Background: an optimization exercise with open tools, aiming at small area. Do not read the settings as production practice.
The RTL was checked by simulation tests, not by an equivalence proof against the original design.
Power figures rest on the tool's default switching activity, not on a simulated workload.

<file path="flow/config.mk">
export PLATFORM = sky130hd
export DESIGN_NAME = qsub_extractor
export DESIGN_NICKNAME = qsub_extractor
export VERILOG_FILES = /design/flow/design.v
export SDC_FILE = /design/flow/constraint.sdc
export NUM_CORES = 4
export LEC_CHECK = 0
export CAP_MARGIN = 20
export CORE_MARGIN = 2
export CORE_UTILIZATION = 55
export PLACE_DENSITY = 0.65
export SLEW_MARGIN = 20
export SYNTH_HIERARCHICAL = 1
</file>
<file path="flow/constraint.sdc">
create_clock -name core_clock -period 15.0 [get_ports {clk}]
set_input_delay 3.0000 -clock core_clock [delete_from_list [all_inputs] [get_ports {clk}]]
set_output_delay 3.0000 -clock core_clock [all_outputs]
set_load 0.01 [all_outputs]
</file>
<file path="flow/design.v">
module qsub_extractor (
    input  wire         clk,
    input  wire         rst,
    input  wire         cmd_valid,
    input  wire [31:0]  cmd,
    output wire [31:0]  status,
    output wire [31:0]  res,
    output wire [103:0] rstr,
    output wire [31:0]  finfo,
    output wire [31:0]  fcmd
);
    localparam [3:0] C_ILLEGAL = 4'd1, C_LENGTH = 4'd2, C_NOFRAME = 4'd3,
                     C_VIEW    = 4'd4, C_WIDTH  = 4'd5, C_OFFSET  = 4'd6,
                     C_END     = 4'd7, C_BCD    = 4'd8, C_CHARSET = 4'd9;
    localparam [2:0] R_NONE = 3'd0, R_INT = 3'd1, R_BOOL = 3'd2, R_EXT = 3'd3,
                     R_PL   = 3'd4, R_CH  = 3'd5, R_M2   = 3'd6, R_M3  = 3'd7;
    reg  [95:0]  qf;         
    reg          fv;
    reg  [95:0]  stq;        
    reg  [6:0]   symcnt;
    reg  [1:0]   view;
    reg          fault;
    reg  [31:0]  fcmd_q;     
    reg  [2:0]   rk;         
    reg  [12:0]  rd;         
    wire [71:0] pv = qf[87:16];                  
    wire [3:0] nib [0:17];
    wire [17:0] nb;                               
    genvar gi;
    generate
        for (gi = 0; gi < 18; gi = gi + 1) begin : g_nib
            assign nib[gi] = pv[71 - 4*gi -: 4];
            assign nb[gi]  = nib[gi][3] & (nib[gi][2] | nib[gi][1]);
        end
    endgenerate
    wire [5:0] six [0:4];
    wire [4:0] sb;
    function six_bad;
        input [5:0] v;
        six_bad = !((~v[5] & ~v[4] & (~v[3] | ~(v[2] | v[1]))) |
                    (~v[5] &  v[4] & (v[3:0] != 4'd0)) |
                    ( v[5] & ~v[4] & (~v[3] | ~(v[2] | (v[1] & v[0])))));
    endfunction
    generate
        for (gi = 0; gi < 5; gi = gi + 1) begin : g_six
            assign six[gi] = pv[71 - 6*gi -: 6];
            assign sb[gi]  = six_bad(six[gi]);
        end
    endgenerate
    wire        addr_known = (qf[91:90] == 2'b00);
    wire [2:0]  addr_enum  = addr_known ? {1'b0, qf[89:88]} : 3'd4;
    wire [31:0] e      = fault ? fcmd_q : cmd;
    wire [7:0]  op     = e[31:24];
    wire [7:0]  byte_v = e[7:0];
    wire [2:0]  plane  = e[10:8];
    wire [5:0]  width  = e[13:8];
    wire [6:0]  offset = e[6:0];
    reg        known;
    reg [23:0] rmask;
    always @* begin
        known = 1'b1;
        case (op)
            8'h10, 8'h11:                    rmask = 24'hFFF800;
            8'h12, 8'h20, 8'h31:             rmask = 24'hFFFF00;
            8'h22:                           rmask = 24'hFFFFC0;
            8'h21:                           rmask = 24'hFFFFF0;
            8'h40, 8'h41:                    rmask = 24'hFFC080;
            8'h30, 8'h32, 8'h42, 8'h43, 8'h44, 8'h51, 8'h52, 8'h53,
            8'h60, 8'h61, 8'h62, 8'h63, 8'h64, 8'h65, 8'h66, 8'h67,
            8'h70, 8'h80, 8'h81, 8'h82, 8'h83, 8'h84:
                                             rmask = 24'hFFFFFF;
            default: begin known = 1'b0;     rmask = 24'h0; end
        endcase
    end
    wire illegal = !known || ((e[23:0] & rmask) != 24'h0);
    wire is_sym   = (op[7:4] == 4'h1);
    wire is_dec   = (op[7:4] == 4'h2);
    wire is_ld    = (op[7:4] == 4'h3);
    wire is_fr    = (op[7:4] == 4'h4);
    wire is_view  = (op[7:4] == 4'h5);
    wire is_m1    = (op[7:4] == 4'h6);
    wire is_m2    = (op[7:4] == 4'h7);
    wire is_m3    = (op[7:4] == 4'h8);
    wire is_ext   = is_fr & (op[2:1] == 2'b00);      
    wire is_pext  = is_fr & op[0] & ~op[1];
    wire needs_fv = is_fr | is_view | is_m1 | is_m2 | is_m3;
    wire is_mode  = is_m1 | is_m2 | is_m3;
    wire [1:0] mode_n = is_m1 ? 2'd1 : (is_m2 ? 2'd2 : 2'd3);
    wire [7:0]  last_f   = {1'b0, offset} + {2'b0, width} + {{5{~is_pext}}, 3'b111};
    wire        w_bad    = width[5] & (width[4:0] != 5'd0);
    wire        o_bad    = offset[6] & (is_pext ? (offset[5] | offset[4] | offset[3]) : offset[5]);
    wire        e_bad    = ((offset == 7'd0) && (width == 6'd0)) || last_f[7] ||
                           (last_f[6] & (is_pext ? (last_f[5] | last_f[4]) : last_f[5]));
    wire [2:0] m1i   = op[2:0];
    reg  [3:0] m1n;                                       
    always @* begin
        case (m1i)
            3'd5:    m1n = 4'd6;
            3'd6:    m1n = 4'd7;
            3'd7:    m1n = 4'd8;
            default: m1n = {1'b0, m1i};
        endcase
    end
    reg  [7:0] m1_byte;
    reg        m1_bad;
    always @* begin
        case (m1i)
            3'd0: begin m1_byte = {nib[0],  nib[1]};  m1_bad = nb[0]  | nb[1];  end
            3'd1: begin m1_byte = {nib[2],  nib[3]};  m1_bad = nb[2]  | nb[3];  end
            3'd2: begin m1_byte = {nib[4],  nib[5]};  m1_bad = nb[4]  | nb[5];  end
            3'd3: begin m1_byte = {nib[6],  nib[7]};  m1_bad = nb[6]  | nb[7];  end
            3'd4: begin m1_byte = {nib[8],  nib[9]};  m1_bad = nb[8]  | nb[9];  end
            3'd5: begin m1_byte = {nib[12], nib[13]}; m1_bad = nb[12] | nb[13]; end
            3'd6: begin m1_byte = {nib[14], nib[15]}; m1_bad = nb[14] | nb[15]; end
            default: begin m1_byte = {nib[16], nib[17]}; m1_bad = nb[16] | nb[17]; end
        endcase
    end
    wire [7:0] bcd_in  = is_dec ? byte_v : m1_byte;
    wire       dbcd_bad = (byte_v[7] & (byte_v[6] | byte_v[5])) | (byte_v[3] & (byte_v[2] | byte_v[1]));
    wire [6:0] bcd_val = {3'b0, bcd_in[7:4]} * 7'd10 + {3'b0, bcd_in[3:0]};
    reg  [11:0] rng;                  
    always @* begin
        case (op[2:0])
            3'd0:    rng = 12'b000000000011;
            3'd1:    rng = 12'b000000011100;
            3'd2:    rng = 12'b000001100000;
            3'd3:    rng = 12'b111110000000;
            default: rng = 12'b111111111111;
        endcase
    end
    wire [19:0] cen  = is_m2 ? {7'b0, 13'h1FFF, 5'b0}
                             : (is_m3 ? {rng[11:5], 8'b0, rng[4:0]} : 20'b0);
    wire [19:0] cbad = cen & {nb[14:0], sb};
    reg  [19:0] hot;
    reg         seen;
    integer k;
    always @* begin
        seen = 1'b0;
        for (k = 0; k < 20; k = k + 1) begin
            hot[k] = cbad[k] & ~seen;
            seen   = seen | cbad[k];
        end
    end
    wire        m23_bad = |cbad;
    wire        m23_six = |cbad[4:0];
    reg  [7:0]  m23_site;
    reg  [5:0]  m23_val;
    always @* begin
        m23_site = 8'h0;
        m23_val  = 6'h0;
        for (k = 0; k < 5; k = k + 1)
            if (hot[k]) begin m23_site = m23_site | (6*k); m23_val = m23_val | six[k]; end
        for (k = 0; k < 15; k = k + 1)
            if (hot[k+5]) begin m23_site = m23_site | (4*k); m23_val = m23_val | {2'b0, nib[k]}; end
    end
    wire sym_bit = byte_v[3'd7 - plane];
    reg        x_fault;
    reg [3:0]  x_cause;
    reg [15:0] x_info;
    always @* begin
        x_fault = 1'b1;
        x_cause = 4'd0;
        x_info  = 16'h0;
        if (illegal) begin
            x_cause = C_ILLEGAL;
        end else if (needs_fv && !fv) begin
            x_cause = C_NOFRAME;
        end else if (is_mode && (view != mode_n)) begin
            x_cause = C_VIEW;
            x_info  = {6'h0, mode_n, 6'h0, view};
        end else if (is_ext && (w_bad || o_bad || e_bad)) begin
            x_cause = w_bad ? C_WIDTH : (o_bad ? C_OFFSET : C_END);
            x_info  = {2'b0, width, 1'b0, offset};
        end else if (is_ld && op[1] && (symcnt != 7'd96)) begin
            x_cause = C_LENGTH;
            x_info  = {9'h0, symcnt};
        end else if (is_dec && (op[1] ? six_bad(e[5:0]) :
                               op[0] ? (e[3] & (e[2] | e[1])) : dbcd_bad)) begin
            x_cause = op[1] ? C_CHARSET : C_BCD;
            x_info  = {8'hFF, byte_v};
        end else if (is_m1 && m1_bad) begin
            x_cause = C_BCD;
            x_info  = {1'b0, m1n, 3'b0, m1_byte};
        end else if (m23_bad) begin
            x_cause = m23_six ? C_CHARSET : C_BCD;
            x_info  = {m23_site, 2'b0, m23_val};
        end else begin
            x_fault = 1'b0;
        end
    end
    reg [2:0]  n_rk;
    reg [12:0] n_rd;
    always @* begin
        n_rk = R_NONE;
        n_rd = 13'h0;
        case (op[7:4])
            4'h1: begin
                if (op[1]) begin n_rk = R_PL; n_rd = {5'h0, byte_v}; end
                else begin
                    n_rk = op[0] ? R_BOOL : R_INT;
                    n_rd = {12'h0, sym_bit};
                end
            end
            4'h2: begin
                if (op[1] | op[0]) begin n_rk = R_CH; n_rd = {7'h0, e[5:0]}; end
                else begin n_rk = R_INT; n_rd = {6'h0, bcd_val}; end
            end
            4'h4: begin
                case (op[2:0])
                    3'd0, 3'd1: begin
                        n_rk = R_EXT;
                        n_rd = {width, last_f[6:0]};
                    end
                    3'd2: begin n_rk = R_EXT; n_rd = {6'd4, 7'd3}; end
                    3'd3: begin n_rk = R_INT; n_rd = {10'h0, addr_enum}; end
                    default: begin n_rk = R_EXT; n_rd = {6'd16, 7'd95}; end
                endcase
            end
            4'h5: begin n_rk = R_BOOL; n_rd = {12'h0, addr_enum == {1'b0, op[1:0]}}; end
            4'h6: begin n_rk = R_INT; n_rd = {6'h0, bcd_val}; end
            4'h7: begin n_rk = R_M2; end
            4'h8: begin n_rk = R_M3; n_rd = {10'h0, op[2:0]}; end
            default: ;
        endcase
    end
    wire exec = cmd_valid & ~fault;
    wire ok   = exec & ~x_fault;
    always @(posedge clk) begin
        if (!fault)
            fcmd_q <= cmd;
        if (ok && is_ld && op[1:0] == 2'd1)
            stq <= {stq[94:0], byte_v[6]};
        if (ok && is_ld && op[1])
            qf <= stq;
        if (ok)
            rd <= n_rd;
    end
    always @(posedge clk) begin
        if (rst) begin
            fv     <= 1'b0;
            symcnt <= 7'd0;
            view   <= 2'd0;
            fault  <= 1'b0;
            rk     <= R_NONE;
        end else if (exec) begin
            if (x_fault) begin
                fault <= 1'b1;
            end else begin
                rk <= n_rk;
                if (is_ld) begin
                    if (op[1:0] == 2'd1) begin
                        if (symcnt != 7'd127)
                            symcnt <= symcnt + 7'd1;
                    end else begin
                        symcnt <= 7'd0;
                        if (op[1]) begin
                            fv   <= 1'b1;
                            view <= 2'd0;
                        end
                    end
                end
                if (is_view && (addr_enum == {1'b0, op[1:0]}))
                    view <= op[1:0];
            end
        end
    end
    reg [1:0] rkind;
    always @* begin
        case (rk)
            R_NONE:         rkind = 2'd0;
            R_INT, R_EXT:   rkind = 2'd1;
            R_BOOL:         rkind = 2'd2;
            default:        rkind = 2'd3;
        endcase
    end
    wire [5:0]   ewidth  = rd[12:7] & {6{rk == R_EXT}};
    wire [2:0]   s6;
    wire [4:0]   za, zb;                   
    qsx_sel sel (.u(rd[6:0]), .s6(s6), .za(za), .zb(zb));
    wire [126:0] xv;
    generate
        for (gi = 0; gi < 127; gi = gi + 1) begin : g_xv
            if (gi >= 31) assign xv[gi] = qf[126 - gi];
            else          assign xv[gi] = 1'b0;
        end
    endgenerate
    wire [62:0] y5;
    generate
        for (gi = 0; gi < 63; gi = gi + 1) begin : g5
            if (gi < 31)
                qsx_o22ai m (.a(xv[gi + 32]), .b(xv[gi + 64]), .na(~s6[1]), .nb(s6[1]), .y(y5[gi]));
            else if (gi + 64 <= 126)
                qsx_a222oi m (.a(xv[gi]), .b(xv[gi + 32]), .c(xv[gi + 64]),
                              .sa(s6[0]), .sb(s6[1]), .sc(s6[2]), .y(y5[gi]));
            else
                qsx_o22ai m (.a(xv[gi]), .b(xv[gi + 32]), .na(~s6[0]), .nb(s6[0]), .y(y5[gi]));
        end
    endgenerate
    wire [46:0] y4;
    wire [38:0] y3;
    wire [34:0] y2;
    wire [32:0] y1;
    wire [31:0] y0;
    generate
        for (gi = 0; gi < 47; gi = gi + 1) begin : g4
            qsx_o22ai m (.a(y5[gi]), .b(y5[gi + 16]), .na(za[4]), .nb(zb[4]), .y(y4[gi]));
        end
        for (gi = 0; gi < 39; gi = gi + 1) begin : g3
            qsx_o22ai m (.a(y4[gi]), .b(y4[gi + 8]), .na(za[3]), .nb(zb[3]), .y(y3[gi]));
        end
        for (gi = 0; gi < 35; gi = gi + 1) begin : g2
            qsx_o22ai m (.a(y3[gi]), .b(y3[gi + 4]), .na(za[2]), .nb(zb[2]), .y(y2[gi]));
        end
        for (gi = 0; gi < 33; gi = gi + 1) begin : g1
            qsx_o22ai m (.a(y2[gi]), .b(y2[gi + 2]), .na(za[1]), .nb(zb[1]), .y(y1[gi]));
        end
        for (gi = 0; gi < 32; gi = gi + 1) begin : g0
            qsx_o22ai m (.a(y1[gi]), .b(y1[gi + 1]), .na(za[0]), .nb(zb[0]), .y(y0[gi]));
        end
    endgenerate
    wire [31:0]  shr;
    generate
        for (gi = 0; gi < 32; gi = gi + 1) begin : g_shr
            assign shr[gi] = y0[31 - gi];    
        end
    endgenerate
    wire [1:0]   tm1 = {1'b0, ewidth[0]};
    wire [3:0]   tm2 = {{2{ewidth[1]}} & tm1, {2{ewidth[1]}} | tm1};
    wire [7:0]   tm3 = {{4{ewidth[2]}} & tm2, {4{ewidth[2]}} | tm2};
    wire [15:0]  tm4 = {{8{ewidth[3]}} & tm3, {8{ewidth[3]}} | tm3};
    wire [31:0]  tm5 = {{16{ewidth[4]}} & tm4, {16{ewidth[4]}} | tm4};
    wire [31:0]  wmask = {32{ewidth[5]}} | tm5;
    wire [31:0]  ext_val = shr & wmask;
    assign res = ext_val | {25'h0, ((rk == R_INT) || (rk == R_BOOL)) ? rd[6:0] : 7'h0};
    wire [7:0] pb = rd[7:0];
    wire [7:0] lb = {pb[0], pb[1], pb[2], pb[3], pb[4], pb[5], pb[6], pb[7]};
    wire [8:0] er [0:8];           
    assign er[0] = 9'b1;
    genvar gc, gk;
    generate
        for (gc = 0; gc < 8; gc = gc + 1) begin : g_er
            for (gk = 0; gk <= gc + 1; gk = gk + 1) begin : g_k
                if (gk == 0) begin : k0
                    if (gc % 2 == 0) assign er[gc+1][0] = ~(~lb[gc] & er[gc][0]);
                    else             assign er[gc+1][0] = ~lb[gc] & ~er[gc][0];
                end else if (gk == gc + 1) begin : kt
                    if (gc % 2 == 0) assign er[gc+1][gk] = ~(lb[gc] & er[gc][gk-1]);
                    else             assign er[gc+1][gk] = lb[gc] & ~er[gc][gk-1];
                end else begin : km
                    qsx_o22ai m (.a(er[gc][gk]), .b(er[gc][gk-1]), .na(lb[gc]), .nb(~lb[gc]),
                                 .y(er[gc+1][gk]));
                end
            end
            for (gk = gc + 2; gk < 9; gk = gk + 1) begin : g_z
                assign er[gc+1][gk] = (gc % 2 == 0) ? 1'b1 : 1'b0;
            end
        end
    endgenerate
    reg  [7:0] h [0:7];
    reg  [2:0] pl_idx [0:7];
    reg  [8:0] ec;
    integer c, q;
    always @* begin
        for (q = 0; q < 8; q = q + 1) begin
            pl_idx[q] = 3'd0;
            for (c = 0; c < 8; c = c + 1) begin
                ec = (c % 2 == 0) ? er[c] : ~er[c];
                h[q][c] = (c >= q) ? (lb[c] & ec[q]) : 1'b0;
                if (h[q][c]) pl_idx[q] = pl_idx[q] | c[2:0];
            end
        end
    end
    wire [8:0] pe = er[8];         
    wire [7:0] pl_on;              
    assign pl_on[7] = pe[8];
    generate
        for (gk = 6; gk >= 0; gk = gk - 1) begin : g_on
            assign pl_on[gk] = pl_on[gk+1] | pe[gk+1];
        end
    endgenerate
    wire [3:0] pl_len = {pe[8], |pe[7:4], pe[2] | pe[3] | pe[6] | pe[7],
                         pe[1] | pe[3] | pe[5] | pe[7]};
    reg [3:0] rlen;
    always @* begin
        case (rk)
            R_PL: rlen = pl_len;
            R_CH: rlen = 4'd1;
            R_M2: rlen = 4'd13;
            R_M3: case (rd[2:0])
                      3'd0:    rlen = 4'd2;
                      3'd1:    rlen = 4'd3;
                      3'd2:    rlen = 4'd2;
                      3'd3:    rlen = 4'd5;
                      default: rlen = 4'd12;
                  endcase
            default: rlen = 4'd0;
        endcase
    end
    wire [5:0] f3 [0:11];
    generate
        for (gi = 0; gi < 5; gi = gi + 1) begin : g_f3s
            assign f3[gi] = six[gi];
        end
        for (gi = 5; gi < 12; gi = gi + 1) begin : g_f3d
            assign f3[gi] = {2'b0, nib[gi + 3]};
        end
    endgenerate
    reg [5:0]  cc [0:12];
    reg [12:0] on;
    integer p;
    always @* begin
        for (p = 0; p < 13; p = p + 1) begin
            cc[p] = 6'h0;
            on[p] = 1'b0;
            case (rk)
                R_PL: if (p < 8) begin cc[p] = {3'b100, pl_idx[p]}; on[p] = pl_on[p]; end
                R_CH: if (p == 0) begin cc[p] = rd[5:0]; on[p] = 1'b1; end
                R_M2: begin cc[p] = {2'b0, nib[p]}; on[p] = 1'b1; end
                R_M3: begin
                    case (rd[2:0])
                        3'd0: if (p < 2)  begin cc[p] = f3[p];     on[p] = 1'b1; end
                        3'd1: if (p < 3)  begin cc[p] = f3[p + 2]; on[p] = 1'b1; end
                        3'd2: if (p < 2)  begin cc[p] = f3[p + 5]; on[p] = 1'b1; end
                        3'd3: if (p < 5)  begin cc[p] = f3[p + 7]; on[p] = 1'b1; end
                        default: if (p < 12) begin cc[p] = f3[p]; on[p] = 1'b1; end
                    endcase
                end
                default: ;
            endcase
        end
    end
    generate
        for (gi = 0; gi < 13; gi = gi + 1) begin : g_rstr
            wire hi = cc[gi][5] | cc[gi][4];
            assign rstr[8*gi +: 8] = {1'b0, on[gi] & hi, on[gi] & ~hi, on[gi] & ~cc[gi][4],
                                      cc[gi][3:0] & {4{on[gi]}}};
        end
    endgenerate
    wire [3:0]  fcause = fault ? x_cause : 4'd0;
    assign finfo  = {16'h0, fault ? x_info : 16'h0};
    assign fcmd   = fault ? fcmd_q : 32'h0;
    assign status = {9'b0, symcnt, fcause, rlen, 2'b0, rkind, view, fv, fault};
endmodule
module qsx_o22ai (
    input  wire a,
    input  wire b,
    input  wire na,
    input  wire nb,
    output wire y
);
    assign y = ~((a | na) & (b | nb));
endmodule
module qsx_a222oi (
    input  wire a,
    input  wire b,
    input  wire c,
    input  wire sa,
    input  wire sb,
    input  wire sc,
    output wire y
);
    assign y = ~((a & sa) | (b & sb) | (c & sc));
endmodule
module qsx_sel (
    input  wire [6:0] u,
    output wire [2:0] s6,
    output wire [4:0] za,
    output wire [4:0] zb
);
    assign s6 = {u[6], ~u[6] & u[5], ~u[6] & ~u[5]};
    assign za = u[4:0];
    assign zb = ~u[4:0];
endmodule
</file>
<file path="flow/flow/run.sh">
#!/bin/bash
# The standard layout (standard.sh: the ORFS flow with the standard
# synthesis) with every port buffered by the smallest buffer,
# sky130_fd_sc_hd__buf_1, instead of the cell buffer_ports picks by itself.
# Each tool's output goes to standard.log in this folder (ORFS also keeps its
# per-step logs under orfs/logs/).
set -o pipefail
export BUFFER_PORTS_ARGS="-buffer_cell sky130_fd_sc_hd__buf_1"
bash standard.sh > standard.log 2>&1
</file>
<file path="flow/standard.sh">
#!/bin/bash
# synth_recipe.tcl (not shown) runs the flow's synth.tcl, then flattens the netlist and writes it again
# the make line also repeats each setting of config.mk as NAME=value (left out here)
make -C /OpenROAD-flow-scripts/flow DESIGN_CONFIG=/design/flow/config.mk WORK_HOME=/design/flow/orfs CLKGATE_MAP_FILE= SYNTH_SCRIPT=/design/flow/synth_recipe.tcl "${@:-finish}"
</file>
==> results of run 1 <==
## worst max path at each step
stage / start / to / slack, ns / cells past startpoint
after floorplan: cmd[28] / stq[0] / 2.72 / 11
after global placement: cmd[30] / finfo[6] / 3.97 / 17
after detailed placement: cmd[30] / finfo[6] / 3.90 / 17
after CTS: cmd[30] / finfo[6] / 3.91 / 17
after global routing: cmd[30] / finfo[6] / 3.44 / 17
final: cmd[30] / finfo[6] / 3.74 / 17
## metrics by stage
| step | util (%) | instance area, µm² | instances | hold slack, ns |
|---|---|---|---|---|
| 5_1_grt | 61.3 | 19400 | 2516 | 0.440 |
| 2_1_floorplan | - | 17900 | 1997 | 0.400 |
| 3_5_place_dp | 58.5 | 18500 | 2470 | 0.423 |
| 6_report | 61.3 | 19400 | 2516 | 0.435 |
| 4_1_cts | 61.2 | 19400 | 2514 | 0.432 |
| 3_3_place_gp | 58.5 | 18500 | 2470 | 0.420 |
## metal layers
layer	up-vias	share of wire [%]	wire length, µm	global-route usage [%]
met4	0	7.3	5430	23.3
li1	7967	-	-	-
met2	1763	40	29600	59.9
met3	412	15	11100	10.1
met5	-	0	0	0.296
met1	8680	38	28100	60.4
## layout make-up
| class | instances | area share (%) |
|---|---|---|
| clock buffers | 28 | 3.39 |
| flip-flops and latches | 251 | 36.5 |
| repair buffers | 255 | 5.80 |
| well taps | 402 | 2.59 |
| inverters | 78 | 1.51 |
| multi-input cells | 1486 | 49.3 |
| clock inverters | 16 | 0.916 |
## cell usage in the layout (no fill, tap or decap), types with 8 or more instances in the layout
cell type	count
buf_4	32
nor4_1	20
nand2b_1	22
nand3_1	48
o22ai_1	270
a31oi_1	22
dfxtp_1	45
xnor2_1	8
and3_1	17
nor2b_1	24
o211ai_1	15
mux2i_1	18
edfxtp_1	205
xor2_1	8
a211oi_1	13
o21a_1	15
a221o_1	10
o21ai_0	113
nand2_1	151
a22oi_1	19
inv_1	70
nor3b_1	9
a22o_1	37
ha_1	18
o31ai_1	9
a222oi_1	42
a221oi_1	21
clkbuf_16	26
o221ai_1	9
nor2_1	114
a21oi_1	111
buf_1	221
conb_1	45
mux2_2	9
nand3b_1	8
a21o_1	18
nor3_1	25
or2_2	12
and2_1	38
nand4_1	8
## modules after synthesis (local to each module, per instance)
module | cells | copies in the design | area, µm²
qsub_extractor | 1663 | 1 | 15800
qsx_sel | 13 | 1 | 76.3
qsx_a222oi | 1 | 32 | 10.0
qsx_o22ai | 1 | 245 | 6.26
## critical path: stages
cell       delay [ns]
buf_1            0.35
nor3b_2          0.45
o22a_1           0.44
nand2_1          0.14
inv_1            0.16
fa_1             0.43
inv_1            0.07
ha_1             0.19
o21ai_0          0.13
or2_2            0.32
o311ai_0         0.41
a21bo_2          0.29
a41oi_2          0.67
or2_1            0.41
a211oi_1         0.09
a2111oi_0        0.50
buf_1            0.20
## power by group
part	switching, mW	total (mW)	internal (mW)	leakage, nW
sequential	0.00997	0.763	0.753	1.90
combinational	0.179	0.275	0.0962	4.04
clock	0.293	0.651	0.357	0.405
## cells by family after synthesis
kind of cell / count (synthesis) / synth area share [%]
compound gates: 824 / 32.2
xor+xnor: 16 / 0.792
fa+ha+maj: 24 / 1.95
buf+inv: 260 / 7.14
flops: 251 / 40.0
mux: 34 / 2.25
other cells: 1 / 0.0212
simple gates: 543 / 15.7
## flip-flops by register name (all words and copies together), names as in the netlist
register / flops
stq: 96
fault: 1
symcnt: 7
rd: 13
fcmd_q: 32
qf: 96
fv: 1
view: 2
rk: 3
==> results.txt, run 1 <==
## Outcome
* **status** complete, no violations

## Synthesis
* **number of storage elements in the synthesis netlist** 251
* **post-synth cell types** 102
* **Most used DFF post-synth** edfxtp_1
* **portion of the post-synthesis area used by sequential elements** 40.0%
* **number of warning messages in the yosys log** 13
* **Yosys top cell area share** 34.8%
* **Synth area leader** edfxtp_1
* **cell area after synthesis** 0.0177 mm²
* **most used standard cell by instance count after synthesis** o22ai_1
* **syn avg cell area** 9.06 µm²
* **cells taking the most area after synthesis** edfxtp_1, o22ai_1, dfxtp_1
* **number of enable flip-flop cells after synthesis** 205
* **cell count after synthesis** 1,953
* **list of most frequent post-synthesis cells** o22ai_1, edfxtp_1, nand2_1, nor2_1, o21ai_0
* **Async S/R FF share, synth** 0%

## CTS
* **Post CTS Setup Buffer Count** 0
* **Post-CTS Hold Fix Bufs** 0
* **clk buf depth** 3
* **library cell used as clock root buffer** clkbuf_16
* **Inserted Clock Buffers** 26
* **H-tree Lvls** 1
* **clock insertion delay at the later pin of the skew report** 0.56 ns
* **clock-pin slew on the worst setup and hold paths** 0.06 ns
* **clock sinks** 251
* **post-CTS sizing** 0
* **CTS tree** built

## STA
* **setup repair after global routing missed its margin** no
* **share of the clock period used by the worst path** 75.1%
* **headroom to the max-slew limit** 29.1%
* **total count of hold-check failures in the final report** 0
* **final worst path period need** 11.26 ns
* **worst clock skew on the final layout** 0.0184 ns
* **Worst Slack Setup Final** 3.74 ns
* **final setup violation count** 0
* **worst slew pin tran** 1.06 ns
* **Max Slew Vio Count** 0
* **fmax** 88.8 MHz
* **TNS Setup** 0 ns

## Global route
* **pin count of the biggest net entering global routing** 83
* **first-pass GRT wire length** 107 mm
* **vias in the first global route** 16,600
* **gr ovfl total** 0
* **global router's overall resource usage** 42.6%
* **number of antenna violations at the first check in global routing** 0

## Placed design
* **worst slack after detailed placement** 3.90 ns
* **routability congestion estimate** 1.08
* **# port buffers** 221
* **half-perimeter wire length after detailed placement** 52.7 mm

## Layout
* **NumNets Final** 2,157
* **Filler cells** 2,773
* **Ant. Diodes** 0
* **fraction of final layout cells sized beyond drive strength 1** 7.14%
* **Multi-input gate area** 0.00957 mm²
* **signed area change from the synthesized netlist to the final layout** 9.74%
* **Storage cell area** 0.00708 mm²

## Worst setup path
* **required time at the worst-slack endpoint** 12.00 ns
* **nature of the critical path endpoint** output port
* **arrival time worst endpoint** 8.26 ns
* **reg-to-reg critical path startpoint** fault
* **endpoint of the lowest-slack register-to-register path** qf[92]
* **FF-to-FF path depth** 17
* **biggest fanout along the worst timing path** 17
* **Worst setup SP type** input port
* **type of the setup path with the least slack** input port to output port
* **register-to-register setup slack** 8.49 ns

## Min path
* **endpoint of the worst hold path** qf[95]
* **hold-critical path depth** 0
* **worst min-delay path class** flip-flop to flip-flop
* **Hold Startpoint** stq[95]

## Floorplanning
* **number of I/O pins** 267
* **die boundary width** 183 µm
* **number of core rows** 65
* **total die area** 0.0336 mm²
* **chip height** 183 µm
* **Core ar.** 0.0316 mm²
* **effective utilization at floorplan** 55.9%

## Drt
* **vias after detailed routing** 18,800
* **final wirelength** 74.2 mm
* **Iter 0 DRT Violations** 4,010
* **average wire per cell in the routed design** 29.5 µm
* **remaining design rule violation count** 0
* **number of iterations in the first detailed-routing pass** 17
* **vias per std cell** 7.48
* **remaining antenna violation count after routing** 0

## Power
* **cell leakage power** 6.34 nW
* **highest ir drop seen on vdd** 0.121 mV
* **power density over the cells** 87.0 mW/mm²
* **total power after layout** 1.69 mW

## Flow run
* **reported max-cap violation count** 0

==> run 2, diff against run 1 <==
==> flow/flow/run.sh (replaced) <==
#!/bin/bash
# The standard layout (standard.sh: the ORFS flow with the standard
# synthesis) with two options changed:
#  - every port is buffered with the smallest buffer, sky130_fd_sc_hd__buf_1,
#    instead of the cell buffer_ports picks by itself;
#  - clock tree synthesis builds the tree from clkbuf_8 cells, in clusters of up to 16 sinks, and adds no
#    dummy load cells.
# Each tool's output goes to standard.log in this folder (ORFS also keeps its
# per-step logs under orfs/logs/).
set -o pipefail
export BUFFER_PORTS_ARGS="-buffer_cell sky130_fd_sc_hd__buf_1"
export CTS_ARGS="-sink_clustering_enable -repair_clock_nets -dont_use_dummy_load -buf_list sky130_fd_sc_hd__clkbuf_8 -sink_clustering_size 16 -sink_clustering_max_diameter 60"
bash standard.sh > standard.log 2>&1
==> results.txt, run 2 <==
## Global route
* **vias in the first global route** 16,500
* **number of antenna violations at the first check in global routing** 0
* **first-pass GRT wire length** 106 mm
* **gr ovfl total** 0
* **global router's overall resource usage** 42.1%
* **pin count of the biggest net entering global routing** 83

## Placed design
* **routability congestion estimate** 1.08
* **# port buffers** 221
* **instance area at placement** 0.0185 mm²
* **half-perimeter wire length after detailed placement** 52.7 mm

## Floorplanning
* **total die area** 0.0336 mm²
* **number of core rows** 65
* **number of I/O pins** 267
* **chip height** 183 µm
* **effective utilization at floorplan** 55.9%
* **die boundary width** 183 µm
* **Core ar.** 0.0316 mm²

## Min path
* **Hold Startpoint** stq[9]
* **worst min-delay path class** flip-flop to flip-flop
* **endpoint of the worst hold path** qf[9]
* **hold-critical path depth** 0

## Layout
* **final standard cell utilization of the core** 59.8%
* **commonest non-fill, non-tap cells in the layout** o22ai_1, buf_1, edfxtp_1, nand2_1, nor2_1
* **signed area change from the synthesized netlist to the final layout** 6.97%
* **commonest non-fill, non-tap cell in the layout** o22ai_1
* **registers with the most flip-flops** qf (96), stq (96), fcmd_q (32)
* **fraction of final layout cells sized beyond drive strength 1** 6.54%
* **Storage cell area** 0.00708 mm²
* **NumNets Final** 2,156
* **summed area of non-filler cells in the final layout** 0.0189 mm²
* **Multi-input gate area** 0.00957 mm²
* **Filler cells** 2,829

## CTS
* **library cell used as clock root buffer** clkbuf_8
* **H-tree Lvls** 1
* **Post-CTS Hold Fix Bufs** 0
* **clock sinks** 251
* **clock insertion delay at the later pin of the skew report** 0.61 ns
* **clk buf depth** 3
* **Inserted Clock Buffers** 25
* **clock-pin slew on the worst setup and hold paths** 0.09 ns
* **Post CTS Setup Buffer Count** 0
* **post-CTS sizing** 0
* **CTS tree** built

## Synthesis
* **Synth Area in Adders** 1.95%
* **number of storage elements in the synthesis netlist** 251
* **portion of the post-synthesis area used by sequential elements** 40.0%
* **cell area after synthesis** 0.0177 mm²
* **number of enable flip-flop cells after synthesis** 205
* **Synth area leader** edfxtp_1
* **post-synth cell types** 102
* **Most used DFF post-synth** edfxtp_1
* **multiplexer fraction of the synthesized cell area** 2.25%
* **combinational family with the most area after synthesis** compound AO/OA/AOI/OAI gates
* **most used standard cell by instance count after synthesis** o22ai_1
* **post-synthesis share of cell area spent on xor and xnor gates** 0.792%
* **Yosys top cell area share** 34.8%
* **list of most frequent post-synthesis cells** o22ai_1, edfxtp_1, nand2_1, nor2_1, o21ai_0
* **syn avg cell area** 9.06 µm²
* **Async S/R FF share, synth** 0%
* **number of warning messages in the yosys log** 13
* **area share of and/or/nand/nor cells after synthesis** 15.7%
* **compound-cell area share of the yosys netlist** 32.2%
* **cell count after synthesis** 1,953
* **cells taking the most area after synthesis** edfxtp_1, o22ai_1, dfxtp_1

## Drt
* **vias per std cell** 7.52
* **vias after detailed routing** 18,800
* **Iter 0 DRT Violations** 3,634
* **remaining design rule violation count** 0
* **remaining antenna violation count after routing** 0
* **number of iterations in the first detailed-routing pass** 16
* **final wirelength** 73.4 mm
* **average wire per cell in the routed design** 29.4 µm

## Power
* **highest ir drop seen on vdd** 0.0872 mV
* **total power after layout** 1.40 mW
* **cell leakage power** 6.12 nW
* **power density over the cells** 74.1 mW/mm²

## Worst setup path
* **endpoint of the lowest-slack register-to-register path** qf[40]
* **register-to-register setup slack** 8.45 ns
* **Slowest cell on crit path** a41oi_2
* **nature of the critical path endpoint** output port
* **biggest fanout along the worst timing path** 17
* **Worst setup SP type** input port
* **CP cell instances** buf_1 > nor3b_2 > o22a_1 > nand2_1 > inv_1 > fa_1 > inv_1 > ha_1 > o21ai_0 > or2_2 > o311ai_0 > a21bo_2 > a41oi_2 > or2_1 > a211oi_1 > a2111oi_0 > buf_1
* **arrival time worst endpoint** 8.32 ns
* **FF-to-FF path depth** 17
* **required time at the worst-slack endpoint** 12.00 ns
* **delay of the slowest critical-path stage** 0.69 ns
* **reg-to-reg critical path startpoint** fault
* **logic depth of the worst setup path including buffers** 17
* **critical path buffer and inverter count** 4
* **cell family with most CP delay** compound AO/OA/AOI/OAI gates
* **type of the setup path with the least slack** input port to output port

## STA
* **fmax** 88.4 MHz
* **total count of hold-check failures in the final report** 0
* **headroom to the max-slew limit** 30.5%
* **final worst path period need** 11.32 ns
* **Max Slew Vio Count** 0
* **setup repair after global routing missed its margin** no
* **worst slew pin tran** 1.04 ns
* **worst clock skew on the final layout** 0.101 ns
* **final setup violation count** 0
* **TNS Setup** 0 ns
* **share of the clock period used by the worst path** 75.5%

## Outcome
* **status** complete, no violations

## Flow run
* **reported max-cap violation count** 0

-- run 2: kinds of logic after synthesis --
group,after synthesis
AO/OA/AOI/OAI,824
AND/OR/NAND/NOR,543
buffers and inverters,260
flip-flops,251
multiplexers,34
adder cells (fa/ha/maj),24
XOR/XNOR,16
other,1
-- run 2: worst max-delay path by stage --
stage | slack (ns) | endpoint | start
2_1_floorplan | 2.72 | stq[0] | cmd[28]
3_3_place_gp | 3.97 | finfo[6] | cmd[30]
3_5_place_dp | 3.90 | finfo[6] | cmd[30]
4_1_cts | 3.91 | finfo[6] | cmd[30]
5_1_grt | 3.42 | finfo[6] | cmd[30]
6_report | 3.68 | finfo[6] | cmd[30]
-- run 2: layout make-up --
cell class | instances | area share [%]
well taps | 402 | 2.66
inverters | 78 | 1.55
diodes | 1 | 0.0132
clock buffers | 25 | 1.82
repair buffers | 255 | 5.95
flip-flops and latches | 251 | 37.4
multi-input cells | 1486 | 50.6
-- run 2: power by group --
| group | internal, mW | switching [mW] |
|---|---|---|
| Combinational | 0.0961 | 0.179 |
| Clock | 0.147 | 0.217 |
| Sequential | 0.752 | 0.0100 |
-- run 2: stage by stage --
stage          hold WS [ns]  cells  setup WS [ns]
2_1_floorplan         0.400   1997           2.72
3_3_place_gp          0.420   2470           3.97
3_5_place_dp          0.423   2470           3.90
4_1_cts               0.425   2495           3.91
5_1_grt               0.442   2497           3.42
6_report              0.431   2498           3.68
-- run 2: routing by layer --
layer	wire length, µm	GRT usage (%)	up-vias	part of all wire [%]
li1	-	-	7957	-
met1	27900	59.3	8772	38
met2	29500	58.9	1687	40
met3	10800	10.9	381	15
met4	5200	23.6	0	7.1
met5	0	0	-	0
-- run 2: modules after synthesis, one instance, submodules excluded --
module | flops+latches | cell area, µm² | copies in the design
qsub_extractor | 251 | 15800 | 1
qsx_o22ai | 0 | 6.26 | 245
qsx_sel | 0 | 76.3 | 1
qsx_a222oi | 0 | 10.0 | 32
==> run 3, diff against run 2 <==
==> flow/flow/run.sh (replaced) <==
#!/bin/bash
# The standard layout (standard.sh: the ORFS flow with the standard
# synthesis) with two options changed:
#  - every port is buffered with the smallest buffer, sky130_fd_sc_hd__buf_1,
#    instead of the cell buffer_ports picks by itself;
#  - clock tree synthesis builds the tree from clkbuf_4 cells, in clusters of up to 10 sinks, and adds no
#    dummy load cells.
# Each tool's output goes to standard.log in this folder (ORFS also keeps its
# per-step logs under orfs/logs/).
set -o pipefail
export BUFFER_PORTS_ARGS="-buffer_cell sky130_fd_sc_hd__buf_1"
export CTS_ARGS="-sink_clustering_enable -repair_clock_nets -dont_use_dummy_load -buf_list sky130_fd_sc_hd__clkbuf_4 -sink_clustering_size 10 -sink_clustering_max_diameter 50"
bash standard.sh > standard.log 2>&1
==> results.txt, run 3 <==
## Layout
* **Storage cell area** 0.00708 mm²
* **registers with the most flip-flops** qf (96), stq (96), fcmd_q (32)
* **signed area change from the synthesized netlist to the final layout** 6.37%
* **Multi-input gate area** 0.00957 mm²
* **NumNets Final** 2,165
* **commonest non-fill, non-tap cell in the layout** o22ai_1
* **fraction of final layout cells sized beyond drive strength 1** 6.94%
* **commonest non-fill, non-tap cells in the layout** o22ai_1, buf_1, edfxtp_1, nand2_1, nor2_1
* **non-filler cells, final** 2,508
* **Filler cells** 2,853

## Drt
* **Iter 0 DRT Violations** 3,665
* **average wire per cell in the routed design** 29.1 µm
* **vias per std cell** 7.50
* **final wirelength** 73.1 mm
* **remaining antenna violation count after routing** 0
* **number of iterations in the first detailed-routing pass** 15
* **remaining design rule violation count** 0
* **vias after detailed routing** 18,800

## STA
* **final worst path period need** 11.27 ns
* **TNS Setup** 0 ns
* **share of the clock period used by the worst path** 75.1%
* **final setup violation count** 0
* **total count of hold-check failures in the final report** 0
* **Max Slew Vio Count** 0
* **Worst Slack Setup Final** 3.73 ns
* **worst clock skew on the final layout** 0.0688 ns
* **worst slew pin tran** 1.18 ns
* **setup repair after global routing missed its margin** no
* **fmax** 88.8 MHz
* **headroom to the max-slew limit** 21.0%

## Floorplanning
* **die boundary width** 183 µm
* **Core ar.** 0.0316 mm²
* **total die area** 0.0336 mm²
* **number of core rows** 65
* **effective utilization at floorplan** 55.9%
* **chip height** 183 µm
* **number of I/O pins** 267

## Power
* **switching power share of the total** 29.7%
* **sequential share of power** 56.0%
* **total power after layout** 1.36 mW
* **NetSw** 404 µW
* **clock share of power** 23.8%
* **highest ir drop seen on vdd** 0.0803 mV
* **power density over the cells** 72.3 mW/mm²
* **cell leakage power** 6.09 nW
* **combinational fraction of design power** 20.2%
* **Cell Int Power** 956 µW

## CTS
* **Inserted Clock Buffers** 35
* **library cell used as clock root buffer** clkbuf_4
* **Post CTS Setup Buffer Count** 0
* **clock-pin slew on the worst setup and hold paths** 0.10 ns
* **post-CTS sizing** 0
* **CTS tree** built
* **clk buf depth** 3
* **H-tree Lvls** 2
* **clock sinks** 251
* **Post-CTS Hold Fix Bufs** 0
* **clock insertion delay at the later pin of the skew report** 0.69 ns

## Global route
* **first-pass GRT wire length** 106 mm
* **gr ovfl total** 0
* **global router's overall resource usage** 42.2%
* **vias in the first global route** 16,500
* **pin count of the biggest net entering global routing** 83
* **number of antenna violations at the first check in global routing** 2

## Synthesis
* **Async S/R FF share, synth** 0%
* **number of storage elements in the synthesis netlist** 251
* **most used standard cell by instance count after synthesis** o22ai_1
* **number of enable flip-flop cells after synthesis** 205
* **syn avg cell area** 9.06 µm²
* **Yosys top cell area share** 34.8%
* **compound-cell area share of the yosys netlist** 32.2%
* **list of most frequent post-synthesis cells** o22ai_1, edfxtp_1, nand2_1, nor2_1, o21ai_0
* **number of warning messages in the yosys log** 13
* **cell count after synthesis** 1,953
* **area share of and/or/nand/nor cells after synthesis** 15.7%
* **post-synth cell types** 102
* **portion of the post-synthesis area used by sequential elements** 40.0%
* **Most used DFF post-synth** edfxtp_1
* **cell area after synthesis** 0.0177 mm²
* **Synth area leader** edfxtp_1
* **multiplexer fraction of the synthesized cell area** 2.25%
* **cells taking the most area after synthesis** edfxtp_1, o22ai_1, dfxtp_1
* **Synth Area in Adders** 1.95%
* **combinational family with the most area after synthesis** compound AO/OA/AOI/OAI gates
* **post-synthesis share of cell area spent on xor and xnor gates** 0.792%

## Worst setup path
* **required time at the worst-slack endpoint** 12.00 ns
* **register-to-register setup slack** 8.48 ns
* **delay of the slowest critical-path stage** 0.67 ns
* **CP cell instances** buf_1 > nor3b_2 > o22a_1 > nand2_1 > inv_1 > fa_1 > inv_1 > ha_1 > a211oi_1 > or2_2 > o311ai_0 > a21bo_2 > a41oi_2 > or2_1 > a211oi_1 > a2111oi_0 > buf_1
* **cell family with most CP delay** compound AO/OA/AOI/OAI gates
* **FF-to-FF path depth** 17
* **Slowest cell on crit path** a41oi_2
* **Worst setup SP type** input port
* **type of the setup path with the least slack** input port to output port
* **reg-to-reg critical path startpoint** fault
* **critical path buffer and inverter count** 4
* **nature of the critical path endpoint** output port
* **arrival time worst endpoint** 8.27 ns
* **biggest fanout along the worst timing path** 17
* **logic depth of the worst setup path including buffers** 17
* **endpoint of the lowest-slack register-to-register path** qf[29]

## Min path
* **worst min-delay path class** flip-flop to flip-flop
* **endpoint of the worst hold path** qf[26]
* **Hold Startpoint** stq[26]
* **hold-critical path depth** 0

## Flow run
* **reported max-cap violation count** 0

## Placed design
* **routability congestion estimate** 1.08
* **worst slack after detailed placement** 3.90 ns
* **half-perimeter wire length after detailed placement** 52.7 mm
* **# port buffers** 221
* **placed cell count** 2,470

## Outcome
* **status** complete, no violations

run 3: cell counts after synthesis:
Identical to the previous run, type by type.
run 3: logic make-up (layout without fill, tap and decap cells):
| group | after synthesis | in the layout |
|---|---|---|
| flip-flops | 251 | 251 |
| AND/OR/NAND/NOR | 543 | 543 |
| other | 1 | 47 |
| XOR/XNOR | 16 | 16 |
| adder cells (fa/ha/maj) | 24 | 24 |
| buffers and inverters | 260 | 367 |
| AO/OA/AOI/OAI | 824 | 824 |
| multiplexers | 34 | 34 |
run 3: cell type report:
cell class                 count  area share [%]
sequential                   251            37.6
timing repair buffer         254            5.83
tap                          402            2.67
clock buffer                  35            1.40
antenna                        2          0.0266
multi-input combinational   1486            50.9
inverter                      78            1.56
run 3: layer usage:
metal / track usage (%) / share of wire (%) / vias up
met4: 23.3 / 6.8 / 2
li1: - / - / 7978
met1: 59.8 / 38 / 8772
met3: 10.6 / 15 / 363
met5: 0 / 0.016 / -
met2: 59.1 / 40 / 1687
run 3: worst max-delay path by stage:
stage                  from  endpoint  slack, ns
floorplan           cmd[28]    stq[0]       2.72
global placement    cmd[30]  finfo[6]       3.97
detailed placement  cmd[30]  finfo[6]       3.90
CTS                 cmd[30]  finfo[6]       3.90
global route        cmd[30]  finfo[6]       3.43
finish              cmd[30]  finfo[6]       3.73
run 3: power groups by stage:
stage / Combinational (mW) / Sequential, mW / Clock [mW]
2_1_floorplan: 0.203 / 0.772 / 0
3_3_place_gp: 0.259 / 0.777 / 0
3_5_place_dp: 0.264 / 0.777 / 0
4_1_cts: 0.265 / 0.762 / 0.332
5_1_grt: 0.295 / 0.763 / 0.353
6_report: 0.275 / 0.762 / 0.323
run 3: stage by stage:
step / hold WS [ns] / util [%] / instance area, µm²
after floorplan: 0.400 / - / 17900
after global placement: 0.420 / 58.5 / 18500
after detailed placement: 0.423 / 58.5 / 18500
after CTS: 0.436 / 59.4 / 18800
after global routing: 0.436 / 59.5 / 18800
final: 0.425 / 59.5 / 18800
run 3: modules after synthesis, one instance, submodules excluded:
module	cells inside	area [µm²]	times used	flops+latches
qsx_sel	13	76.3	1	0
qsx_o22ai	1	6.26	245	0
qsub_extractor	1663	15800	1	251
qsx_a222oi	1	10.0	32	0
==> run 4, diff against run 3 <==
==> flow/flow/run.sh (replaced) <==
#!/bin/bash
# The standard layout (standard.sh: the ORFS flow with the standard
# synthesis) with two options changed:
#  - every port is buffered with the smallest buffer, sky130_fd_sc_hd__buf_1,
#    instead of the cell buffer_ports picks by itself;
#  - clock tree synthesis builds the tree from clkbuf_4 cells and adds no
#    dummy load cells.
# Each tool's output goes to standard.log in this folder (ORFS also keeps its
# per-step logs under orfs/logs/).
set -o pipefail
export BUFFER_PORTS_ARGS="-buffer_cell sky130_fd_sc_hd__buf_1"
export CTS_ARGS="-sink_clustering_enable -repair_clock_nets -dont_use_dummy_load -buf_list sky130_fd_sc_hd__clkbuf_4"
bash standard.sh > standard.log 2>&1
==> results.txt, run 4 <==
## Outcome
* **status** complete, no violations

## Synthesis
* **portion of the post-synthesis area used by sequential elements** 40.0%
* **cell count after synthesis** 1,953
* **Synth area leader** edfxtp_1
* **syn avg cell area** 9.06 µm²
* **list of most frequent post-synthesis cells** o22ai_1, edfxtp_1, nand2_1, nor2_1, o21ai_0
* **number of storage elements in the synthesis netlist** 251
* **area share of and/or/nand/nor cells after synthesis** 15.7%
* **number of enable flip-flop cells after synthesis** 205
* **Async S/R FF share, synth** 0%
* **cell area after synthesis** 0.0177 mm²
* **multiplexer fraction of the synthesized cell area** 2.25%
* **Synth Area in Adders** 1.95%
* **Most used DFF post-synth** edfxtp_1
* **post-synth cell types** 102
* **Yosys top cell area share** 34.8%
* **combinational family with the most area after synthesis** compound AO/OA/AOI/OAI gates
* **number of warning messages in the yosys log** 13
* **compound-cell area share of the yosys netlist** 32.2%
* **most used standard cell by instance count after synthesis** o22ai_1
* **cells taking the most area after synthesis** edfxtp_1, o22ai_1, dfxtp_1
* **post-synthesis share of cell area spent on xor and xnor gates** 0.792%

## Layout
* **Filler cells** 2,840
* **NumNets Final** 2,191
* **non-filler cells, final** 2,535
* **commonest non-fill, non-tap cell in the layout** o22ai_1
* **commonest non-fill, non-tap cells in the layout** o22ai_1, buf_1, edfxtp_1, nand2_1, nor2_1
* **registers with the most flip-flops** qf (96), stq (96), fcmd_q (32)
* **signed area change from the synthesized netlist to the final layout** 7.49%
* **fraction of final layout cells sized beyond drive strength 1** 8.08%
* **summed area of non-filler cells in the final layout** 0.0190 mm²

## Global route
* **first-pass GRT wire length** 107 mm
* **global router's overall resource usage** 42.7%
* **number of antenna violations at the first check in global routing** 3
* **fraction of met1 tracks used by global routing** 59.4%
* **pin count of the biggest net entering global routing** 83
* **met2 layer usage reported by global route** 59.8%
* **met3 Use GR** 12.4%
* **vias in the first global route** 16,800
* **GR peak layer** met2
* **gr ovfl total** 0

## Drt
* **final wirelength** 73.8 mm
* **vias after detailed routing** 19,000
* **vias per std cell** 7.50
* **number of iterations in the first detailed-routing pass** 17
* **Iter 0 DRT Violations** 3,684
* **average wire per cell in the routed design** 29.1 µm
* **remaining antenna violation count after routing** 0
* **remaining design rule violation count** 0

## STA
* **setup repair after global routing missed its margin** no
* **fmax** 88.7 MHz
* **headroom to the max-slew limit** 22.7%
* **final setup violation count** 0
* **TNS Setup** 0 ns
* **worst clock skew on the final layout** 0.102 ns
* **worst hold-check slack** 0.365 ns
* **worst slew pin tran** 1.16 ns
* **total count of hold-check failures in the final report** 0
* **final worst path period need** 11.28 ns
* **Max Slew Vio Count** 0
* **share of the clock period used by the worst path** 75.2%

## Power
* **power density over the cells** 76.9 mW/mm²
* **clock share of power** 29.0%
* **combinational fraction of design power** 18.8%
* **NetSw** 430 µW
* **cell leakage power** 6.21 nW
* **total power after layout** 1.46 mW
* **highest ir drop seen on vdd** 0.104 mV
* **sequential share of power** 52.2%
* **Cell Int Power** 1.03 mW
* **switching power share of the total** 29.4%

## Floorplanning
* **effective utilization at floorplan** 55.9%
* **Core ar.** 0.0316 mm²
* **number of core rows** 65
* **chip height** 183 µm
* **total die area** 0.0336 mm²
* **die boundary width** 183 µm
* **number of I/O pins** 267

## Worst setup path
* **biggest fanout along the worst timing path** 17
* **required time at the worst-slack endpoint** 12.00 ns
* **delay of the slowest critical-path stage** 0.69 ns
* **arrival time worst endpoint** 8.28 ns
* **Slowest cell on crit path** a41oi_2
* **nature of the critical path endpoint** output port
* **CP cell instances** buf_1 > nor3b_2 > o22a_1 > nand2_1 > inv_1 > fa_1 > inv_1 > ha_1 > o21ai_0 > or2_2 > o311ai_0 > a21bo_2 > a41oi_2 > or2_1 > a211oi_1 > a2111oi_0 > buf_1
* **Worst setup SP type** input port
* **type of the setup path with the least slack** input port to output port

## CTS
* **clock sinks** 251
* **clock-pin slew on the worst setup and hold paths** 0.07 ns
* **clk buf depth** 3
* **library cell used as clock root buffer** clkbuf_4
* **Post CTS Setup Buffer Count** 0
* **H-tree Lvls** 2
* **Post-CTS Hold Fix Bufs** 0
* **CTS tree** built
* **clock insertion delay at the later pin of the skew report** 0.81 ns
* **post-CTS sizing** 0
* **Inserted Clock Buffers** 61

## Placed design
* **placed cell count** 2,470
* **# port buffers** 221
* **half-perimeter wire length after detailed placement** 52.7 mm
* **routability congestion estimate** 1.08
* **instance area at placement** 0.0185 mm²

## Flow run
* **reported max-cap violation count** 0

## Min path
* **worst min-delay path class** flip-flop to flip-flop

run 4: cell counts after synthesis:
Identical to the previous run, type by type.
run 4: power groups by stage:
stage,Sequential (mW),Clock (mW),Combinational [mW]
finish,0.763,0.424,0.275
global route,0.764,0.468,0.295
CTS,0.763,0.435,0.265
detailed placement,0.777,0,0.264
global placement,0.777,0,0.259
floorplan,0.772,0,0.203
run 4: modules after synthesis, one instance, submodules excluded:
module | times used | cells inside | area (µm²) | flip-flops and latches
qsx_o22ai | 245 | 1 | 6.26 | 0
qsx_a222oi | 32 | 1 | 10.0 | 0
qsx_sel | 1 | 13 | 76.3 | 0
qsub_extractor | 1 | 1663 | 15800 | 251
run 4: kinds of logic (layout without fill, tap and decap cells):
group           Yosys count  after routing
compound gates          824            824
simple gates            543            543
buf+inv                 260            393
flops                   251            251
mux                      34             34
fa+ha+maj                24             24
xor+xnor                 16             16
other cells               1             48
run 4: cell type report:
| type | instances | area (µm²) | area share (%) |
|---|---|---|---|
| antenna | 3 | 7.51 | 0.0395 |
| clock buffer | 61 | 458 | 2.41 |
| inverter | 78 | 293 | 1.54 |
| multi-input combinational | 1486 | 9570 | 50.4 |
| sequential | 251 | 7080 | 37.2 |
| tap | 402 | 503 | 2.65 |
| timing repair buffer | 254 | 1100 | 5.77 |
run 4: critical path, delay by kind of cell:
kind | cells | cell delay [ns]
adders and majority gates | 2 | 0.62
AOI/OAI and AO/OA | 7 | 2.56
buffers and inverters | 4 | 0.77
and+or+nand+nor | 4 | 1.32
run 4: per-stage QoR:
step           worst slack, ns  utilization (%)
2_1_floorplan             2.72                -
3_3_place_gp              3.97             58.5
3_5_place_dp              3.90             58.5
4_1_cts                   3.90             60.0
5_1_grt                   3.43             60.1
6_report                  3.72             60.1
run 4: path summary, 6_finish.rpt:
| kind | cells after the start | slack, ns | start | end |
|---|---|---|---|---|
| setup / recovery | 17 | 3.72 | cmd[30] | finfo[6] |
| hold reg to reg | 0 | 0.37 | stq[29] | stq[30] |
| setup reg to reg | 17 | 8.52 | fault | qf[89] |
| hold / removal | 0 | 0.37 | stq[29] | stq[30] |
run 4: per-layer routing:
layer / part of all wire [%] / vias to the layer above
li1: - / 8040
met1: 38 / 8892
met2: 41 / 1719
met3: 15 / 359
met4: 6.3 / 0
met5: 0 / -
==> run 5, diff against run 4 <==
--- a/flow/design.v
+++ b/flow/design.v
@@ -332,54 +332,16 @@
     wire [31:0]  wmask = {32{ewidth[5]}} | tm5;
     wire [31:0]  ext_val = shr & wmask;
     assign res = ext_val | {25'h0, ((rk == R_INT) || (rk == R_BOOL)) ? rd[6:0] : 7'h0};
-    wire [7:0] pb = rd[7:0];
-    wire [7:0] lb = {pb[0], pb[1], pb[2], pb[3], pb[4], pb[5], pb[6], pb[7]};
-    wire [8:0] er [0:8];           
-    assign er[0] = 9'b1;
-    genvar gc, gk;
+    wire [7:0]  pl_on;
+    wire [23:0] pl_idxv;
+    wire [3:0]  pl_len;
+    qs_pl pl (.pb(rd[7:0]), .on(pl_on), .idx(pl_idxv), .len(pl_len));
+    wire [2:0]  pl_idx [0:7];
     generate
-        for (gc = 0; gc < 8; gc = gc + 1) begin : g_er
-            for (gk = 0; gk <= gc + 1; gk = gk + 1) begin : g_k
-                if (gk == 0) begin : k0
-                    if (gc % 2 == 0) assign er[gc+1][0] = ~(~lb[gc] & er[gc][0]);
-                    else             assign er[gc+1][0] = ~lb[gc] & ~er[gc][0];
-                end else if (gk == gc + 1) begin : kt
-                    if (gc % 2 == 0) assign er[gc+1][gk] = ~(lb[gc] & er[gc][gk-1]);
-                    else             assign er[gc+1][gk] = lb[gc] & ~er[gc][gk-1];
-                end else begin : km
-                    qsx_o22ai m (.a(er[gc][gk]), .b(er[gc][gk-1]), .na(lb[gc]), .nb(~lb[gc]),
-                                 .y(er[gc+1][gk]));
-                end
-            end
-            for (gk = gc + 2; gk < 9; gk = gk + 1) begin : g_z
-                assign er[gc+1][gk] = (gc % 2 == 0) ? 1'b1 : 1'b0;
-            end
-        end
-    endgenerate
-    reg  [7:0] h [0:7];
-    reg  [2:0] pl_idx [0:7];
-    reg  [8:0] ec;
-    integer c, q;
-    always @* begin
-        for (q = 0; q < 8; q = q + 1) begin
-            pl_idx[q] = 3'd0;
-            for (c = 0; c < 8; c = c + 1) begin
-                ec = (c % 2 == 0) ? er[c] : ~er[c];
-                h[q][c] = (c >= q) ? (lb[c] & ec[q]) : 1'b0;
-                if (h[q][c]) pl_idx[q] = pl_idx[q] | c[2:0];
-            end
-        end
-    end
-    wire [8:0] pe = er[8];         
-    wire [7:0] pl_on;              
-    assign pl_on[7] = pe[8];
-    generate
-        for (gk = 6; gk >= 0; gk = gk - 1) begin : g_on
-            assign pl_on[gk] = pl_on[gk+1] | pe[gk+1];
+        for (gi = 0; gi < 8; gi = gi + 1) begin : g_pli
+            assign pl_idx[gi] = pl_idxv[3*gi +: 3];
         end
     endgenerate
-    wire [3:0] pl_len = {pe[8], |pe[7:4], pe[2] | pe[3] | pe[6] | pe[7],
-                         pe[1] | pe[3] | pe[5] | pe[7]};
     reg [3:0] rlen;
     always @* begin
         case (rk)
@@ -471,3 +433,50 @@
     assign za = u[4:0];
     assign zb = ~u[4:0];
 endmodule
+module qsx_ao21 (
+    input  wire a,
+    input  wire b,
+    input  wire c,
+    output wire y
+);
+    assign y = a | (b & c);
+endmodule
+module qs_pl (
+    input  wire [7:0]  pb,
+    output wire [7:0]  on,
+    output wire [23:0] idx,
+    output wire [3:0]  len
+);
+    wire [7:0] b = {pb[0], pb[1], pb[2], pb[3], pb[4], pb[5], pb[6], pb[7]};
+    wire [8:0] at [0:7];
+    genvar c, m, k;
+    generate
+        assign at[0] = {7'b0, b[0], 1'b1};
+        for (c = 1; c < 8; c = c + 1) begin : g_c
+            assign at[c][0] = 1'b1;
+            for (m = 1; m < 9; m = m + 1) begin : g_m
+                if (m == 1)
+                    assign at[c][m] = at[c-1][1] | b[c];
+                else if (m > c + 1)
+                    assign at[c][m] = 1'b0;
+                else if (m == c + 1)
+                    assign at[c][m] = b[c] & at[c-1][m-1];
+                else
+                    qsx_ao21 u (.a(at[c-1][m]), .b(b[c]), .c(at[c-1][m-1]), .y(at[c][m]));
+            end
+        end
+        for (k = 0; k < 8; k = k + 1) begin : g_k
+            wire [7:0] t;
+            for (c = 0; c < 8; c = c + 1) begin : g_t
+                assign t[c] = ~at[c][k+1];
+            end
+            assign idx[3*k + 2] = t[3];
+            assign idx[3*k + 1] = (t[1] & ~t[3]) | t[5];
+            assign idx[3*k]     = (t[0] & ~t[1]) | (t[2] & ~t[3]) | (t[4] & ~t[5]) | t[6];
+            assign on[k] = at[7][k+1];
+        end
+    endgenerate
+    wire [8:0] pa = at[7];
+    assign len = {pa[8], pa[4] & ~pa[8], (pa[2] & ~pa[4]) | (pa[6] & ~pa[8]),
+                  (pa[1] & ~pa[2]) | (pa[3] & ~pa[4]) | (pa[5] & ~pa[6]) | (pa[7] & ~pa[8])};
+endmodule
==> flow/flow/run.sh (replaced) <==
#!/bin/bash
# The standard layout (standard.sh: the ORFS flow with the standard
# synthesis) with two options changed:
#  - every port is buffered with the smallest buffer, sky130_fd_sc_hd__buf_1,
#    instead of the cell buffer_ports picks by itself;
#  - clock tree synthesis builds the tree from clkbuf_8 cells, in clusters of up to 16 sinks, and adds no
#    dummy load cells.
# Each tool's output goes to standard.log in this folder (ORFS also keeps its
# per-step logs under orfs/logs/).
set -o pipefail
export BUFFER_PORTS_ARGS="-buffer_cell sky130_fd_sc_hd__buf_1"
export CTS_ARGS="-sink_clustering_enable -repair_clock_nets -dont_use_dummy_load -buf_list sky130_fd_sc_hd__clkbuf_8 -sink_clustering_size 16 -sink_clustering_max_diameter 60"
bash standard.sh > standard.log 2>&1
==> results.txt, run 5 <==
## STA
* **final worst path period need** 10.95 ns
* **TNS Setup** 0 ns
* **Max Slew Vio Count** 0
* **setup repair after global routing missed its margin** no
* **headroom to the max-slew limit** 21.9%
* **total count of hold-check failures in the final report** 0
* **share of the clock period used by the worst path** 73.0%
* **worst hold-check slack** 0.415 ns
* **Worst Slack Setup Final** 4.05 ns
* **worst slew pin tran** 1.16 ns
* **fmax** 91.3 MHz
* **worst clock skew on the final layout** 0.0770 ns
* **final setup violation count** 0

## Synthesis
* **cell area after synthesis** 0.0174 mm²
* **syn avg cell area** 9.13 µm²
* **cells taking the most area after synthesis** edfxtp_1, o22ai_1, dfxtp_1
* **number of warning messages in the yosys log** 9
* **Yosys top cell area share** 35.4%
* **most used standard cell by instance count after synthesis** o22ai_1
* **Most used DFF post-synth** edfxtp_1
* **number of storage elements in the synthesis netlist** 251
* **portion of the post-synthesis area used by sequential elements** 40.7%
* **cell count after synthesis** 1,905
* **Async S/R FF share, synth** 0%
* **Synth area leader** edfxtp_1
* **post-synth cell types** 111
* **number of enable flip-flop cells after synthesis** 205
* **list of most frequent post-synthesis cells** o22ai_1, edfxtp_1, nand2_1, nor2_1, a21oi_1

## Drt
* **vias per std cell** 7.38
* **number of iterations in the first detailed-routing pass** 11
* **average wire per cell in the routed design** 29.4 µm
* **Iter 0 DRT Violations** 3,723
* **remaining antenna violation count after routing** 0
* **remaining design rule violation count** 0
* **final wirelength** 72.3 mm
* **vias after detailed routing** 18,200

## Layout
* **NumNets Final** 2,120
* **non-filler cells, final** 2,462
* **signed area change from the synthesized netlist to the final layout** 6.48%
* **final standard cell utilization of the core** 59.1%
* **commonest non-fill, non-tap cells in the layout** o22ai_1, buf_1, edfxtp_1, nand2_1, nor2_1
* **commonest non-fill, non-tap cell in the layout** o22ai_1
* **registers with the most flip-flops** qf (96), stq (96), fcmd_q (32)
* **fraction of final layout cells sized beyond drive strength 1** 6.02%
* **summed area of non-filler cells in the final layout** 0.0185 mm²

## Worst setup path
* **biggest fanout along the worst timing path** 13
* **Worst setup SP type** input port
* **required time at the worst-slack endpoint** 12.00 ns
* **type of the setup path with the least slack** input port to output port
* **arrival time worst endpoint** 7.95 ns
* **nature of the critical path endpoint** output port

## Global route
* **gr ovfl total** 0
* **global router's overall resource usage** 41.8%
* **vias in the first global route** 16,200
* **first-pass GRT wire length** 104 mm
* **pin count of the biggest net entering global routing** 85
* **number of antenna violations at the first check in global routing** 2

## Placed design
* **routability congestion estimate** 1.07
* **instance area at placement** 0.0182 mm²
* **half-perimeter wire length after detailed placement** 52.2 mm
* **worst slack after detailed placement** 4.19 ns
* **# port buffers** 221
* **placed cell count** 2,440

## Floorplanning
* **chip height** 182 µm
* **number of core rows** 65
* **number of I/O pins** 267
* **Core ar.** 0.0313 mm²
* **die boundary width** 182 µm
* **total die area** 0.0331 mm²
* **effective utilization at floorplan** 55.5%

## CTS
* **library cell used as clock root buffer** clkbuf_8
* **H-tree Lvls** 1
* **post-CTS sizing** 0
* **clk buf depth** 3
* **clock-pin slew on the worst setup and hold paths** 0.11 ns
* **clock sinks** 251
* **Inserted Clock Buffers** 21
* **Post-CTS Hold Fix Bufs** 0
* **Post CTS Setup Buffer Count** 0
* **CTS tree** built
* **clock insertion delay at the later pin of the skew report** 0.58 ns

## Power
* **cell leakage power** 6.26 nW
* **total power after layout** 1.36 mW
* **power density over the cells** 73.6 mW/mm²
* **highest ir drop seen on vdd** 0.119 mV

## Outcome
* **status** complete, no violations

## Flow run
* **reported max-cap violation count** 0

## Min path
* **worst min-delay path class** flip-flop to flip-flop

run 5: cell type report:
class | instances | area (µm²)
multi-input cells | 1449 | 9230
diodes | 1 | 2.50
inverters | 79 | 299
clock buffers | 21 | 289
well taps | 402 | 503
fillers | 2774 | 12800
flip-flops and latches | 251 | 7080
repair buffers | 259 | 1110
run 5: per-module statistics from Yosys (local to each module, per instance):
module / area [µm²] / cells / flip-flops and latches
qsx_a222oi: 10.0 / 1 / 0
qsx_o22ai: 6.26 / 1 / 0
qs_pl: 360 / 60 / 0
qsub_extractor: 15100 / 1562 / 251
qsx_ao21: 7.51 / 1 / 0
qsx_sel: 76.3 / 13 / 0
run 5: metal layers:
metal / up-vias / track usage, % / wire length (µm)
met5: - / 1.48 / 90
met4: 6 / 23.1 / 4720
met2: 1476 / 60.6 / 30300
li1: 7695 / - / -
met3: 363 / 11.5 / 9830
met1: 8635 / 56.5 / 27300
run 5: path summary, 6_finish.rpt:
| check | startpoint | endpoint | slack (ns) | cells past startpoint |
|---|---|---|---|---|
| max | cmd[24] | finfo[5] | 4.05 | 18 |
| min reg2reg | stq[51] | qf[51] | 0.42 | 0 |
| max reg2reg | fault | qf[43] | 8.93 | 10 |
| min | stq[51] | qf[51] | 0.42 | 0 |
run 5: kinds of logic after synthesis:
group / share of synthesized area (%)
flops: 40.7
buf+inv: 7.40
compound gates: 30.4
fa+ha+maj: 1.99
other cells: 0.0432
xor+xnor: 0.453
mux: 2.19
simple gates: 16.9
run 5: report_power, final:
part           internal [mW]  switching [mW]  total, mW
sequential             0.752          0.0112      0.763
clock                  0.125           0.209      0.334
combinational         0.0942           0.172      0.267
run 5: critical path, stage by stage:
cell and delay [ns]:
buf_1 0.42, or3b_1 0.46, nand2_1 0.54, nand2_1 0.18, inv_1 0.18, fa_1 0.43
inv_1 0.06, ha_1 0.25, or2_2 0.31, nand3_1 0.13, mux2_2 0.36, o22ai_1 0.13
o211a_2 0.31, o21ba_2 0.29, nand2_1 0.15, a2111oi_0 0.49, nor4_1 0.08, buf_1 0.15

## separate check: timing with driven ports
In the flow no input, the clock included, has a driving cell. The finished layouts below were timed again as built, in two steps.
Step 1 (the two cells are an assumption about what drives the block):
set clk [get_ports {clk}]
set_driving_cell -lib_cell sky130_fd_sc_hd__clkbuf_16 $clk
set_driving_cell -lib_cell sky130_fd_sc_hd__buf_2 [delete_from_list [all_inputs] $clk]
Step 2 times the ports against the registers' clock, not the clock port: input delays grow and output delays shrink by t, the midpoint of the rising clock arrivals with the driver on.
a / b / c = ideal ports / drivers / drivers and shift; a / b = the first two.
run | t (ns) | slack for setup (ns) | worst setup path at the end | worst register clock-pin slew, ns | cell pins on the clock port's net
run 1 | 0.605 | 3.736 / 3.701 / 3.701 | input to output | 0.08 / 0.08 | 1
run 2 | 0.617 | 3.682 / 3.649 / 3.649 | input to output | 0.10 / 0.10 | 1
run 3 | 0.705 | 3.735 / 3.702 / 3.702 | input to output | 0.11 / 0.11 | 1
run 4 | 0.810 | 3.720 / 3.686 / 3.686 | input to output | 0.07 / 0.07 | 1
run 5 | 0.591 | 4.048 / 4.023 / 4.023 | input to output | 0.11 / 0.11 | 1
After both steps setup and hold are still met in every run listed. For run 1, which loses most, drivers alone change the setup slack by -0.035 ns; drivers and shift together by -0.035 ns.
